Context: an optimization exercise on an open-source flow, tuned for small area. The choices shown serve that exercise and are no tape-out recipe. Where RTL was checked, it was by simulation tests only, not by an equivalence proof against the original. Power is estimated from default activity; no workload was simulated.

## south
## dxl_framer
module dxl_framer (
    input  wire        clk,
    input  wire        rst,
    input  wire        tick,
    input  wire        start,
    input  wire        open_ok,
    input  wire        acc_valid,
    input  wire [31:0] acc_data,
    input  wire        vel_valid,
    input  wire [31:0] vel_data,
    input  wire        pos_valid,
    input  wire [31:0] pos_data,
    output wire        tx_valid,
    output reg  [7:0]  tx_data,
    output wire        tx_last,
    input  wire        tx_ready,
    input  wire        tx_done,
    input  wire        tx_fail,
    output wire        configured,
    output wire        halted,
    output wire        busy,
    output wire        rpt_valid,
    output wire [1:0]  rpt_code,
    output wire [2:0]  rpt_step
);
==> module dxl_cnt_next, before the edit <==
module dxl_cnt_next (
    input  wire       inc,
    input  wire       hold,
    input  wire [6:0] cnt,
    output wire [6:0] d
);
  wire [6:0] cnt1 = cnt + 7'd1;
  assign d = ({7{inc}} & cnt1) | ({7{hold}} & cnt);
endmodule
==> module dxl_framer, before the edit <==
module dxl_framer (
    input  wire        clk,
    input  wire        rst,
    input  wire        tick,
    input  wire        start,
    input  wire        open_ok,
    input  wire        acc_valid,
    input  wire [31:0] acc_data,
    input  wire        vel_valid,
    input  wire [31:0] vel_data,
    input  wire        pos_valid,
    input  wire [31:0] pos_data,
    output wire        tx_valid,
    output reg  [7:0]  tx_data,
    output wire        tx_last,
    input  wire        tx_ready,
    input  wire        tx_done,
    input  wire        tx_fail,
    output wire        configured,
    output wire        halted,
    output wire        busy,
    output wire        rpt_valid,
    output wire [1:0]  rpt_code,
    output wire [2:0]  rpt_step
);
  localparam [7:0] DRIVE_MODE_VALUE     = 8'h00;
  localparam [7:0] OPERATING_MODE_VALUE = 8'h04;
  reg        c_q, b_q, h_q;
  reg  [1:0] k;         
  reg        snd;       
  reg        wt;        
  reg  [6:0] cnt;       
  reg        pend;
  reg        rpt;
  reg [31:0] xa, xv, xp;    
  reg [31:0] sa, sv, sp;    
  reg  [2:0] z;             
  reg  [2:0] sz;            
  reg [15:0] crc;
  assign configured = c_q;
  assign busy       = b_q;
  assign halted     = h_q;
  assign rpt_valid  = rpt;
  assign rpt_code   = h_q ? {snd, ~snd} : 2'd3;
  assign rpt_step   = {1'b0, k};
  wire       any  = acc_valid | vel_valid | pos_valid;
  wire       idle = c_q & ~b_q;
  wire       go   = idle & (pend | any);
  wire [2:0] bitc    = cnt[2:0];
  wire [3:0] bytec   = cnt[6:3];
  wire       bit7    = (bitc == 3'd7);
  wire       sending = b_q & snd;
  wire       silent  = ~c_q & (bytec[3:2] == 2'b11 ? ~bytec[1] : (bytec == 4'd11));
  wire       is_crc  = (bytec[3:1] == 3'b111);
  wire       is_last = is_crc & bytec[0];
  wire       offer   = sending & ~wt & bit7 & ~silent;
  wire       take    = offer & tx_ready;
  wire       answer  = sending & tx_done;
  wire       snap = b_q & c_q & snd & (k == 2'd0) & (cnt == 7'd0);
  assign tx_valid = offer;
  assign tx_last  = is_last;
  wire       pay_on = c_q & ((bytec[3:2] == 2'b10) ? bytec[1] : (bytec[3:1] == 3'b110));
  wire [1:0] j      = {~bytec[1], bytec[0]};    
  wire [2:0] kon    = {(k == 2'd2) & ~sz[2], (k == 2'd1) & ~sz[1], (k == 2'd0) & ~sz[0]};
  wire [3:0]  jon = {4{pay_on}} & {j == 2'd3, j == 2'd2, j == 2'd1, j == 2'd0};
  wire [11:0] sel = {{4{kon[2]}} & jon, {4{kon[1]}} & jon, {4{kon[0]}} & jon};
  wire [7:0]  pay;
  genvar gi;
  generate
    for (gi = 0; gi < 8; gi = gi + 1) begin : g_pay
      dxl_or12 u_or12 (
        .sel(sel),
        .d({sp[24+gi], sp[16+gi], sp[8+gi], sp[gi],
            sv[24+gi], sv[16+gi], sv[8+gi], sv[gi],
            sa[24+gi], sa[16+gi], sa[8+gi], sa[gi]}),
        .y(pay[gi]));
    end
  endgenerate
  reg [7:0] hdr;
  always @(*) begin
    case (bytec)
      4'd0, 4'd1: hdr = 8'hFF;
      4'd2:       hdr = 8'hFD;
      4'd5:       hdr = c_q ? 8'h09 : 8'h06;
      4'd7:       hdr = 8'h03;
      4'd8:
        case ({c_q, k})
          3'b000, 3'b011: hdr = 8'h40;
          3'b001:  hdr = 8'h0A;
          3'b010:  hdr = 8'h0B;
          3'b100:  hdr = 8'h6C;
          3'b101:  hdr = 8'h70;
          default: hdr = 8'h74;
        endcase
      4'd10:
        case ({c_q, k})
          3'b001:  hdr = DRIVE_MODE_VALUE;
          3'b010:  hdr = OPERATING_MODE_VALUE;
          3'b011:  hdr = 8'h01;
          default: hdr = 8'h00;
        endcase
      default:    hdr = 8'h00;
    endcase
  end
  wire [7:0] hp = hdr | pay;
  always @(*)
    tx_data = hp
                  | ({8{bytec == 4'd14}} & crc[7:0])
                  | ({8{bytec == 4'd15}} & crc[15:8]);
  wire        dbit   = hp[~bitc];    
  wire        fb     = crc[15] ^ dbit;
  wire [15:0] crc_sh = {crc[14:0], 1'b0} ^ (fb ? 16'h8005 : 16'h0000);
  wire        crc_en = sending & ~wt & ~is_crc & ~silent & (~bit7 | tx_ready);
  wire       settled = cnt[0] & cnt[2] & (c_q ? cnt[4] : (cnt[5] & cnt[6]));
  wire       cnt_clr = (~c_q & ~b_q & ~h_q & start & open_ok) | go
                     | (b_q & snd & answer) | (b_q & ~snd & settled);
  wire       cnt_inc = ~cnt_clr & b_q & (snd ? (~(take & is_last) & (~bit7 | take | silent)) : tick);
  wire [6:0] cnt_d;
  dxl_cnt_next u_cnt_next (.inc(cnt_inc), .hold(~cnt_clr & ~cnt_inc), .cnt(cnt), .d(cnt_d));
  always @(posedge clk) begin
    cnt <= cnt_d;
    if (!sending)
      crc <= 16'h0000;
    else if (crc_en)
      crc <= crc_sh;
    if (acc_valid) xa <= acc_data;
    if (vel_valid) xv <= vel_data;
    if (pos_valid) xp <= pos_data;
    if (snap) begin
      sa <= xa;
      sv <= xv;
      sp <= xp;
      sz <= z;
    end
    if (rst) begin
      c_q  <= 1'b0;
      b_q  <= 1'b0;
      h_q  <= 1'b0;
      k    <= 2'd0;
      snd  <= 1'b0;
      rpt  <= 1'b0;
      pend <= 1'b0;
      z    <= 3'b111;
    end else begin
      z    <= z & ~{pos_valid, vel_valid, acc_valid};
      pend <= ~idle & (pend | any);
      rpt  <= 1'b0;
      if (~c_q & ~b_q & ~h_q) begin
        if (start) begin
          if (open_ok) begin
            b_q <= 1'b1;
            snd <= 1'b1;
            wt  <= 1'b0;
          end else begin
            h_q <= 1'b1;
            rpt <= 1'b1;
          end
        end
      end else if (go) begin
        b_q <= 1'b1;
        k   <= 2'd0;
        snd <= 1'b1;
        wt  <= 1'b0;
      end else if (b_q) begin
        if (snd) begin
          if (answer) begin
            if (tx_fail & ~c_q) begin
              b_q <= 1'b0;
              h_q <= 1'b1;
              rpt <= 1'b1;
            end else begin
              rpt <= tx_fail;
              snd <= 1'b0;
            end
          end else if (take & is_last) begin
            wt <= 1'b1;
          end
        end else if (settled) begin
          if (k == (c_q ? 2'd2 : 2'd3)) begin
            b_q <= 1'b0;
            c_q <= 1'b1;
          end else begin
            k   <= k + 2'd1;
            snd <= 1'b1;
            wt  <= 1'b0;
          end
        end
      end
    end
  end
endmodule
export LEC_CHECK = 0
export CAP_MARGIN = 20
export CORE_MARGIN = 2
export CORE_UTILIZATION = 72
export SLEW_MARGIN = 20
create_clock -name core_clock -period 10.0 [get_ports {clk}]
standard.sh (not shown) runs the stock make flow with config.mk's settings and CLKGATE_MAP_FILE= SYNTH_SCRIPT=/design/flow/synth_recipe.tcl, a recipe that flattens the netlist after the stock synthesis.
==> flow/flow/run.sh <==
#!/bin/bash
# Own layout flow:
#  3. the standard layout (standard.sh) of that netlist, with buf_1
#     port buffers and a clock tree of small clusters of clkbuf_4.
# Each tool's output is in its own log file in this folder.
set -euo pipefail
W=$(pwd)
P=$FLOW_PLATFORM

bash standard.sh synth > synth_ref.log 2>&1
mv orfs orfs_ref
cp orfs_ref/results/$P/dxl_framer/base/1_2_yosys.v ref_synth.v

ffs() { grep -E '^\s*sky130_fd_sc_hd__\S*df\S*\s' "$1" | awk '{print $1, $2}' | sort; }
area() { grep 'Chip area' "$1" | tail -1 | awk '{print $NF}'; }

NETLIST=$W/ref_synth.v
BEST=$(area orfs_ref/reports/$P/dxl_framer/base/synth_stat.txt)
echo "reference: $BEST" > netlist_choice.log
for S in flow/abc_*.abc; do
  for MODE in flat hier; do
    N=$(basename $S .abc)_$MODE
    EXTRA=""
    [ $MODE = hier ] && EXTRA="SYNTH_HIERARCHICAL=1 SYNTH_MINIMUM_KEEP_SIZE=0"
    if MY_ABC_SCRIPT=$W/$S make -C "$FLOW_HOME" DESIGN_CONFIG=$W/config.mk \
        WORK_HOME=$W/orfs_syn_$N CLKGATE_MAP_FILE= SYNTH_SCRIPT=$W/flow/my_synth.tcl \
        $EXTRA synth > synth_$N.log 2>&1 \
      && python3 flow/match_ffs.py ref_synth.v \
        orfs_syn_$N/results/$P/dxl_framer/base/1_2_yosys.v synth_$N.v > match_$N.log 2>&1 \
      && cmp -s <(ffs ref_synth.v) <(ffs synth_$N.v); then
      # the whole design's area: the last "Chip area" line of the report
      A=$(area orfs_syn_$N/reports/$P/dxl_framer/base/synth_stat.txt)
      echo "$N: $A" >> netlist_choice.log
      if awk -v a="$A" -v b="$BEST" 'BEGIN { exit !(a < b) }'; then
        BEST=$A; NETLIST=$W/synth_$N.v
      fi
    else
      echo "$N: not used (synthesis failed or flip-flops differ)" >> netlist_choice.log
    fi
  done
done
echo "using $NETLIST ($BEST)" >> netlist_choice.log

export SYNTH_NETLIST_FILES=$NETLIST
export BUFFER_PORTS_ARGS="-buffer_cell sky130_fd_sc_hd__buf_1"
export CTS_ARGS="-sink_clustering_enable -repair_clock_nets -buf_list sky130_fd_sc_hd__clkbuf_4 -sink_clustering_size 10 -sink_clustering_max_diameter 40 -dont_use_dummy_load"
bash standard.sh > standard_flow.log 2>&1
Other scripts of this flow, unchanged in this note and not shown: flow/flow/abc_a.abc, flow/flow/abc_f.abc, flow/flow/abc_g.abc, flow/flow/match_ffs.py, flow/flow/my_synth.tcl
Here is what was changed in the inputs of east compared with south.
-- flow/design.v --
<<< south, line 10
  wire        g3 = t[9] | t[10] | t[11];
  assign y = (g0 | g1) | (g2 | g3);
endmodule
module dxl_cnt_next (
    input  wire       inc,
    input  wire       hold,
    input  wire [6:0] cnt,
    output wire [6:0] d
);
  wire [6:0] cnt1 = cnt + 7'd1;
  assign d = ({7{inc}} & cnt1) | ({7{hold}} & cnt);
endmodule
module dxl_framer (
>>> east, line 10
  wire        g3 = t[9] | t[10] | t[11];
  assign y = (g0 | g1) | (g2 | g3);
endmodule
module dxl_framer (
<<< south, line 124
    endcase
  end
  wire [7:0] hp = hdr | pay;
  always @(*)
    tx_data = hp
                  | ({8{bytec == 4'd14}} & crc[7:0])
                  | ({8{bytec == 4'd15}} & crc[15:8]);
  wire        dbit   = hp[~bitc];    
  wire        fb     = crc[15] ^ dbit;
  wire [15:0] crc_sh = {crc[14:0], 1'b0} ^ (fb ? 16'h8005 : 16'h0000);
  wire        crc_en = sending & ~wt & ~is_crc & ~silent & (~bit7 | tx_ready);
  wire       settled = cnt[0] & cnt[2] & (c_q ? cnt[4] : (cnt[5] & cnt[6]));
  wire       cnt_clr = (~c_q & ~b_q & ~h_q & start & open_ok) | go
                     | (b_q & snd & answer) | (b_q & ~snd & settled);
  wire       cnt_inc = ~cnt_clr & b_q & (snd ? (~(take & is_last) & (~bit7 | take | silent)) : tick);
  wire [6:0] cnt_d;
  dxl_cnt_next u_cnt_next (.inc(cnt_inc), .hold(~cnt_clr & ~cnt_inc), .cnt(cnt), .d(cnt_d));
  always @(posedge clk) begin
    cnt <= cnt_d;
    if (!sending)
      crc <= 16'h0000;
>>> east, line 115
    endcase
  end
  always @(*)
    tx_data = hdr | pay
                  | ({8{bytec == 4'd14}} & crc[7:0])
                  | ({8{bytec == 4'd15}} & crc[15:8]);
  wire        dbit   = tx_data[~bitc];
  wire        fb     = crc[15] ^ dbit;
  wire [15:0] crc_sh = {crc[14:0], 1'b0} ^ (fb ? 16'h8005 : 16'h0000);
  wire        crc_en = sending & ~wt & ~is_crc & ~silent & (~bit7 | tx_ready);
  wire       settled = cnt[0] & cnt[2] & (c_q ? cnt[4] : (cnt[5] & cnt[6]));
  always @(posedge clk) begin
    if (!sending)
      crc <= 16'h0000;
<<< south, line 173
            snd <= 1'b1;
            wt  <= 1'b0;
          end else begin
            h_q <= 1'b1;
>>> east, line 157
            snd <= 1'b1;
            wt  <= 1'b0;
            cnt <= 7'd0;
          end else begin
            h_q <= 1'b1;
<<< south, line 183
        snd <= 1'b1;
        wt  <= 1'b0;
      end else if (b_q) begin
        if (snd) begin
>>> east, line 168
        snd <= 1'b1;
        wt  <= 1'b0;
        cnt <= 7'd0;
      end else if (b_q) begin
        if (snd) begin
<<< south, line 193
              rpt <= tx_fail;
              snd <= 1'b0;
            end
          end else if (take & is_last) begin
            wt <= 1'b1;
          end
        end else if (settled) begin
>>> east, line 179
              rpt <= tx_fail;
              snd <= 1'b0;
              cnt <= 7'd0;
            end
          end else if (take & is_last) begin
            wt <= 1'b1;
          end else if (~bit7 | take | silent) begin
            cnt <= cnt + 7'd1;
          end
        end else if (settled) begin
<<< south, line 205
            snd <= 1'b1;
            wt  <= 1'b0;
          end
        end
      end
>>> east, line 194
            snd <= 1'b1;
            wt  <= 1'b0;
            cnt <= 7'd0;
          end
        end else if (tick) begin
          cnt <= cnt + 7'd1;
        end
      end
--- outcome ---
Per the comparison of east with south, total of clock buffers placed in the layout level, summed instance area of the synthesized netlist grew by 39 um^2, power in combinational cells went up by 25%. Compared to south, east has multi-input gate count 10 lower. Higher cell area after placement among east and south: east. Side by side, worst setup slack turned out lower in east than in south. Global routing met3 resource utilization, east and south: higher on south. Compared to south, the routing of east uses more wire. Global-route usage (lower): south. The clock period minus final worst setup slack of east was inferior to that of south.
For south, only the layout was checked, not whether the RTL still works.

==> port drivers added, routing unchanged <==
The results above use ideal ports. As a check the final layouts listed here were re-extracted and re-timed, cells and wires unchanged.
Step 1 assumes that a clkbuf_16 drives the clock port and a buf_2 every other input.
Step 2 also shifts input and output timing later by t, the mid clock arrival at the registers, as if the neighbouring blocks saw the same clock.
a / b / c = ideal ports / drivers / drivers and shift; a / b = the first two.
| run | shift t [ns] | setup WS [ns] | hold WS [ns] |
|---|---|---|---|
| south | 0.635 | 4.616 / 4.582 / 5.217 | 0.377 / 0.377 / 0.377 |
| east | 0.645 | 4.513 / 4.480 / 5.072 | 0.374 / 0.374 / 0.374 |
After both steps every run listed still meets setup and hold.
